This design comes from an exercise in tuning for small area on the open sky130 flow, not from production work.
RTL that was checked went through simulation tests only; none was proved equivalent to the original.
Power figures rest on the tool's default switching activity, not on a simulated workload.

== v6 ==
==> module px4led_protocol_engine, before the edit <==
module px4led_protocol_engine (
    input  wire       clk,
    input  wire       rst_n,
    input  wire       ev_rx_stop,
    input  wire       ev_rx_data,
    input  wire       ev_sla_w,
    input  wire       ev_tx_load,
    input  wire       tx_first,
    input  wire [7:0] rx_byte,
    output wire [7:0] tx_byte,
    output reg        ready,
    output wire       n_zero,
    output wire       do_colour,
    output wire       do_script,
    output wire       do_settings,
    output reg  [3:0] pb, pg, pr,
    output reg        vb, vg, vr,
    input  wire       load_reply,
    input  wire [5:0] reply0,
    input  wire [7:0] reply1
);
    localparam [1:0] K_OTHER = 2'd0, K_AUTO = 2'd1, K_SCRIPT = 2'd2, K_SETTINGS = 2'd3;
    reg [3:0] rx_len;
    reg       pm;
    reg [1:0] sel;
    wire [7:0] rb    = rx_byte;
    wire       take  = ev_rx_data & ~&rx_len;
    wire       first = (rx_len == 4'd0);
    wire [1:0] pcls  = (rb[7:2] == 6'b100000) ? rb[1:0] : 2'd0;
    wire [1:0] tgt   = (pm & ~first) ? (rx_len[0] ? sel : 2'd0)
                                     : ((rx_len[3:2] == 2'd0) ? rx_len[1:0] : 2'd0);
    always @(posedge clk) begin
        if (!rst_n)
            ready <= 1'b0;
        else
            ready <= ev_rx_stop;
    end
    always @(posedge clk) begin
        if (ev_sla_w)
            rx_len <= 4'd0;
        else if (take)
            rx_len <= rx_len + 4'd1;
    end
    always @(posedge clk) begin
        if (take) begin
            if (first) begin
                pm  <= (pcls != 2'd0);
                sel <= (pcls != 2'd0)   ? pcls :
                       (rb == 8'h01)    ? K_AUTO :
                       (rb == 8'hAA)    ? K_SCRIPT :
                       (rb == 8'h84)    ? K_SETTINGS : K_OTHER;
                vb  <= 1'b0;
                vg  <= 1'b0;
                vr  <= 1'b0;
            end else if (pm & ~rx_len[0]) begin
                sel <= pcls;
            end
            if (tgt == 2'd1) begin pb <= rb[3:0]; vb <= 1'b1; end
            if (tgt == 2'd2) begin pg <= rb[3:0]; vg <= 1'b1; end
            if (tgt == 2'd3) begin pr <= rb[3:0]; vr <= 1'b1; end
        end
    end
    wire n_ge2  = |rx_len[3:1];
    assign n_zero      = first;
    assign do_colour   = ready & ~first & (pm | ((sel == K_AUTO) & (rx_len == 4'd4)));
    assign do_script   = ready & ~first & ~pm & (sel == K_SCRIPT) & n_ge2;
    assign do_settings = ready & ~first & ~pm & (sel == K_SETTINGS) & n_ge2;
    reg       tv;
    reg [5:0] s0;
    reg [7:0] s1;
    reg [1:0] cur;
    wire [1:0] cur_e = tx_first ? 2'd0 : cur;
    assign tx_byte = (tv & ~cur_e[1] & ~cur_e[0]) ? {2'b00, s0} :
                     (tv & cur_e[0])             ? s1 : 8'h00;
    always @(posedge clk) begin
        if (!rst_n)
            tv <= 1'b0;
        else if (load_reply)
            tv <= 1'b1;
    end
    always @(posedge clk) begin
        if (load_reply) begin
            s0 <= reply0;
            s1 <= reply1;
        end
        if (ev_tx_load)
            cur <= tv ? {cur_e[0] | cur_e[1], ~cur_e[0] & ~cur_e[1]} : cur_e;
    end
endmodule
==> flow/config.mk <==
export PLATFORM = sky130hd
export DESIGN_NAME = px4led
export DESIGN_NICKNAME = px4led
export VERILOG_FILES = /design/flow/design.v
export SDC_FILE = /design/flow/constraint.sdc
export NUM_CORES = 4
export LEC_CHECK = 0
export CAP_MARGIN = 20
export CORE_MARGIN = 2
export CORE_UTILIZATION = 65
export PLACE_DENSITY = 0.8
export SLEW_MARGIN = 20
==> flow/constraint.sdc <==
create_clock -name core_clock -period 10.0 [get_ports {clk}]
set_input_delay 2.0000 -clock core_clock [delete_from_list [all_inputs] [get_ports {clk}]]
set_output_delay 2.0000 -clock core_clock [all_outputs]
set_load 0.01 [all_outputs]
standard.sh (not shown) runs the stock make flow with config.mk's settings and CLKGATE_MAP_FILE= SYNTH_SCRIPT=/design/flow/synth_recipe.tcl, a recipe that flattens the netlist after the stock synthesis.
==> flow/flow/run.sh <==
#!/bin/bash
# Layout flow: the standard layout (standard.sh) with these changes.
#  * Ports are buffered with sky130_fd_sc_hd__buf_1.
#  * Clock tree synthesis adds no dummy loads.
# Each step's full output goes to a log file in this folder; ORFS's own
# per-step logs are under orfs/logs/.
set -euo pipefail
W=$(pwd)

# synthesis script: synth_recipe.tcl sourcing a copy of ORFS's synth.tcl in
# which only the ABC script argument is replaced
sed "s|^  log_cmd abc {\*}\$abc_args|  lset abc_args 1 $W/flow/abc_area.script\n  log_cmd abc {*}\$abc_args|" \
    "$FLOW_HOME/scripts/synth.tcl" > "$W/synth_body_area.tcl"
grep -q "lset abc_args 1" "$W/synth_body_area.tcl"
sed "s|\$::env(SCRIPTS_DIR)/synth.tcl|$W/synth_body_area.tcl|" synth_recipe.tcl > "$W/synth_area.tcl"
grep -q "synth_body_area.tcl" "$W/synth_area.tcl"
sed "s|SYNTH_SCRIPT=[^ ]*|SYNTH_SCRIPT=$W/synth_area.tcl ADDER_MAP_FILE=|" standard.sh > "$W/standard_area.sh"
grep -q "synth_area.tcl ADDER_MAP_FILE=" "$W/standard_area.sh"

bash "$W/standard_area.sh" synth > "$W/synth.log" 2>&1

export CTS_ARGS="-sink_clustering_enable -repair_clock_nets -dont_use_dummy_load"
export BUFFER_PORTS_ARGS="-buffer_cell sky130_fd_sc_hd__buf_1"
bash standard.sh > "$W/layout.log" 2>&1
==> flow/flow/abc_area.script <==
&get -n
&st
&deepsyn -T 60
&dch
&nf -R 1000
&put
topo
Both conditions hold for v6: the flow ran to the end and the final layout passed the timing, DRC and antenna checks.
The inputs of v7 differ from those of v6 as listed below.
--- a/flow/design.v
+++ b/flow/design.v
@@ -103,9 +103,9 @@
     input  wire       load_reply,
     input  wire [5:0] reply0,
     input  wire [7:0] reply1
 );
-    localparam [1:0] K_OTHER = 2'd0, K_AUTO = 2'd1, K_SCRIPT = 2'd2, K_SETTINGS = 2'd3;
+    localparam [1:0] K_OTHER = 2'd3, K_AUTO = 2'd1, K_SCRIPT = 2'd2, K_SETTINGS = 2'd0;
     reg [3:0] rx_len;
     reg       pm;
     reg [1:0] sel;
     wire [7:0] rb    = rx_byte;
@@ -129,12 +129,10 @@
     always @(posedge clk) begin
         if (take) begin
             if (first) begin
                 pm  <= (pcls != 2'd0);
-                sel <= (pcls != 2'd0)   ? pcls :
-                       (rb == 8'h01)    ? K_AUTO :
-                       (rb == 8'hAA)    ? K_SCRIPT :
-                       (rb == 8'h84)    ? K_SETTINGS : K_OTHER;
+                sel <= ((pcls != 2'd0) | (rb == 8'h01) | (rb == 8'hAA)) ? rb[1:0] :
+                       (rb == 8'h84) ? K_SETTINGS : K_OTHER;
                 vb  <= 1'b0;
                 vg  <= 1'b0;
                 vr  <= 1'b0;
             end else if (pm & ~rx_len[0]) begin
Results
In the tables for v7 and v6, part of the cycle the worst path needs reads lower with v7.
Compared with v6, in v7 via count of the first global-routing pass went up by 7.1%; post-synthesis instance area held steady; total chip power ~0 delta; overall routed net length now sits higher.
Setup WNS v6 -> v7: better
v7 was carried through to the last stage, and its layout satisfied the timing, DRC and antenna checks.
The RTL of v7 was laid out without a check of its function.

re-timing with driven ports:
How much do the figures lean on ideal ports? The routed layouts below were timed once more, with nothing changed but the port constraints.
Step 1: set_driving_cell puts a clkbuf_16 on clk and a buf_2 on each other input, an assumption about the parent block.
Step 2, shift: input delay + t, output delay - t, t = (earliest + latest rising clock arrival at the registers) / 2. This alone moves slack from input paths to output paths.
Slacks: ideal / step 1 / step 2; pairs: ideal / step 1.
run	t, ns	slack for setup (ns)	worst register clock-pin slew, ns	pins driven straight from the clock port
v6	0.349	6.384 / 6.357 / 6.477	0.08 / 0.08	1
v7	0.376	6.465 / 6.435 / 6.584	0.09 / 0.09	1
After both steps every run listed still meets setup and hold.
